Context: an optimization exercise on an open-source flow, tuned for small area and a short achievable clock period. The choices shown serve that exercise and are no tape-out recipe.
The RTL was checked by simulation tests, not by an equivalence proof against the original design.
No activity file was given, so power comes from the tool's default toggle rates.

Setup of job 6983:
## pwm_block
module pwm_block (
    input  wire        clk,
    input  wire        rst,
    input  wire        fast_tick,
    input  wire        slow_tick,
    input  wire        cmd_valid,
    input  wire [31:0] cmd,
    output reg         rsp_valid,
    output reg  [2:0]  rsp_err,
    output reg  [31:0] rsp_data,
    output wire [5:0]  out
);
    reg        [31:0] fast_q;
    reg        [31:0] slow_q;
    reg               slow_pend_q;
    reg        [5:0]  out_q;
    reg               pwm_on_q;
    reg        [15:0] thr_q;
    reg        [7:0]  step_q;
    reg               dir_q;
    reg        [2:0]  sch_q;
    reg               stopreq_q;
    reg        [1:0]  mode_q;       
    reg               cancelled_q;
    reg               f_illop_q;
    reg               f_busy_q;
    reg               f_invch_q;
    reg               f_operand_q;
    assign out = out_q;
    wire [3:0] op    = cmd[31:28];
    wire [2:0] c_ch  = cmd[27:25];
    wire       c_b   = cmd[24];
    wire [7:0] c_s8  = cmd[23:16];
    wire z_imm = ~|cmd[15:0];
    wire z_s8  = ~|c_s8;
    wire z_ch  = ~|c_ch;
    wire op_rdf   = (op == 4'h1);
    wire op_rds   = (op == 4'h2);
    wire op_rstf  = (op == 4'h3);
    wire op_rsts  = (op == 4'h4);
    wire op_set   = (op == 4'h5);
    wire op_poll  = (op == 4'h6);
    wire op_load  = (op == 4'h7);
    wire op_estep = (op == 4'h8);
    wire op_glow  = (op == 4'h9);
    wire op_pulse = (op == 4'hA);
    wire op_canc  = (op == 4'hB);
    wire op_rdst  = (op == 4'hC);
    wire op_rdenv = (op == 4'hD);
  ...
clock: 12.0 ns
lec_check: 0
abc_area: 1
cap_margin: 20
core_margin: 2
core_utilization: 40
slew_margin: 20
tns_end_percent: 0
buffer_ports_args: -buffer_cell sky130_fd_sc_hd__buf_1
cts_args: -sink_clustering_enable -repair_clock_nets -dont_use_dummy_load -buf_list sky130_fd_sc_hd__clkbuf_8
setup_slack_margin: 7.5
standard.sh (not shown) runs the stock make flow with config.mk's settings and CLKGATE_MAP_FILE= SYNTH_SCRIPT=/design/flow/synth_recipe.tcl, a recipe that flattens the netlist after the stock synthesis.
==> flow/flow/run.sh <==
#!/bin/bash
# Layout flow: the standard ORFS flow (standard.sh) with these changes:
#  * synthesis is the standard synthesis script, except that ABC maps the
#    logic with the area-oriented script flow/abc.script (registers, their
#    names and cell types are untouched);
#  * ports are buffered with buf_1 cells instead of delay buffers;
#  * CTS uses the buffers in CTS_BUF_LIST without dummy loads.
# Each tool's output goes to the ORFS logs under orfs/logs and to flow_*.log here.
set -euo pipefail
W=$(pwd)
F=$W/flow

# synthesis script: synth_recipe.tcl sourcing a copy of ORFS synth.tcl whose
# abc call uses our script
sed "s#^  log_cmd abc {\*}\$abc_args#  log_cmd abc -script $F/abc.script {*}[lrange \$abc_args 2 end]#" \
    "$FLOW_HOME/scripts/synth.tcl" > "$W/my_synth.tcl"
grep -q "abc -script $F/abc.script" "$W/my_synth.tcl"
sed "s#source \$::env(SCRIPTS_DIR)/synth.tcl#source $W/my_synth.tcl#" "$W/synth_recipe.tcl" > "$W/my_synth_recipe.tcl"
grep -q "source $W/my_synth.tcl" "$W/my_synth_recipe.tcl"

cat "$F/extra.mk" >> "$W/config.mk"

sed "s#SYNTH_SCRIPT=[^ ]*synth_recipe.tcl#SYNTH_SCRIPT=$W/my_synth_recipe.tcl#" "$W/standard.sh" > "$W/my_standard.sh"
grep -q "SYNTH_SCRIPT=$W/my_synth_recipe.tcl" "$W/my_standard.sh"

bash "$W/my_standard.sh" > "$W/flow_make.log" 2>&1
==> flow/flow/abc.script <==
strash
&get -n
&dch
&nf
&put
==> flow/flow/extra.mk <==
export BUFFER_PORTS_ARGS = -buffer_cell sky130_fd_sc_hd__buf_1
export CTS_ARGS = -sink_clustering_enable -repair_clock_nets -dont_use_dummy_load -buf_list sky130_fd_sc_hd__clkbuf_8
export SETUP_SLACK_MARGIN = 7.5
Job 6983 completed every stage of the flow, and the final layout passed the timing, DRC and antenna checks.
--- input diff job 6983..job 9291 ---
- a change of SETUP_SLACK_MARGIN from 7.5 to 7
- a deleted TNS_END_PERCENT that had been 0
==> flow/flow/abc.script <==
strash
&get -n
&dch
&nf -R 10
&put
diff --git a/flow/flow/extra.mk b/flow/flow/extra.mk
--- a/flow/flow/extra.mk
+++ b/flow/flow/extra.mk
@@ -3 +3 @@
-export SETUP_SLACK_MARGIN = 7.5
+export SETUP_SLACK_MARGIN = 7
==> comparison <==
- Lower worst hold margin among job 6983 and job 9291: job 9291
- The number of multi-input combinational cells in the layout reported for job 9291 is smaller than that of job 6983 by about 1.3%.
- Net total in the final layout in job 9291 is 12 above job 6983.
- In the flow results for job 6983 and job 9291, the number of antenna violations at the first check in global routing is larger on job 9291.
--- input diff job 9291..job 4253 ---
- REMOVE_ABC_BUFFERS now 1, previously not set
==> flow/flow/abc.script <==
strash
&get -n
&dch
&nf
&put
diff --git a/flow/flow/extra.mk b/flow/flow/extra.mk
--- a/flow/flow/extra.mk
+++ b/flow/flow/extra.mk
@@ -3,0 +4 @@
+export REMOVE_ABC_BUFFERS = 1
Notes after the runs:
Job 4253 finished all stages; the layout is clean. Delta (job 4253 minus job 9291): shortest clock period the worst path allows after layout went down by 310 ps, total power fell about 0.33%, clock-cell share of area now sits at about the same level, relative area change from synthesis to final layout dropped 6.2 points. The core of job 4253 is less densely filled than that of job 9291. Job 4253 vs. job 9291: transition at the pin with the smallest max-transition slack went down, final routed wire length divided by cell count went down, power density normalized to cell area went up. In job 4253, the global-route usage came out 0.24 points below the value in job 9291. The routed wire length reported for job 4253 is smaller than that of job 9291 by about 3.7%.

re-timing with driven ports:
Ports are ideal in the flow. The routed layouts listed here were re-timed in OpenROAD.
Step 1 sets driving cells, clkbuf_16 on the clock port and buf_2 on the other inputs (assumed; they add their load-dependent delay and slew).
Step 2, shift: input delay + t, output delay - t, t = (earliest + latest rising clock arrival at the registers) / 2. This alone moves slack from input paths to output paths.
Three values: no drivers, after step 1, after step 2; two values: the first two.
| run | shift t [ns] | setup WS [ns] | worst setup path at the end | pins driven straight from the clock port |
|---|---|---|---|---|
| job 6983 | 0.482 | 7.191 / 7.209 / 6.728 | input to register | 1 |
| job 9291 | 0.479 | 6.746 / 6.751 / 6.271 | input to register | 1 |
| job 4253 | 0.480 | 7.055 / 7.071 / 6.591 | input to register | 1 |
After both steps every run listed still meets setup and hold. The setup slack of job 9291, which loses most, moves by +0.005 ns with the drivers and by -0.475 ns with both steps.
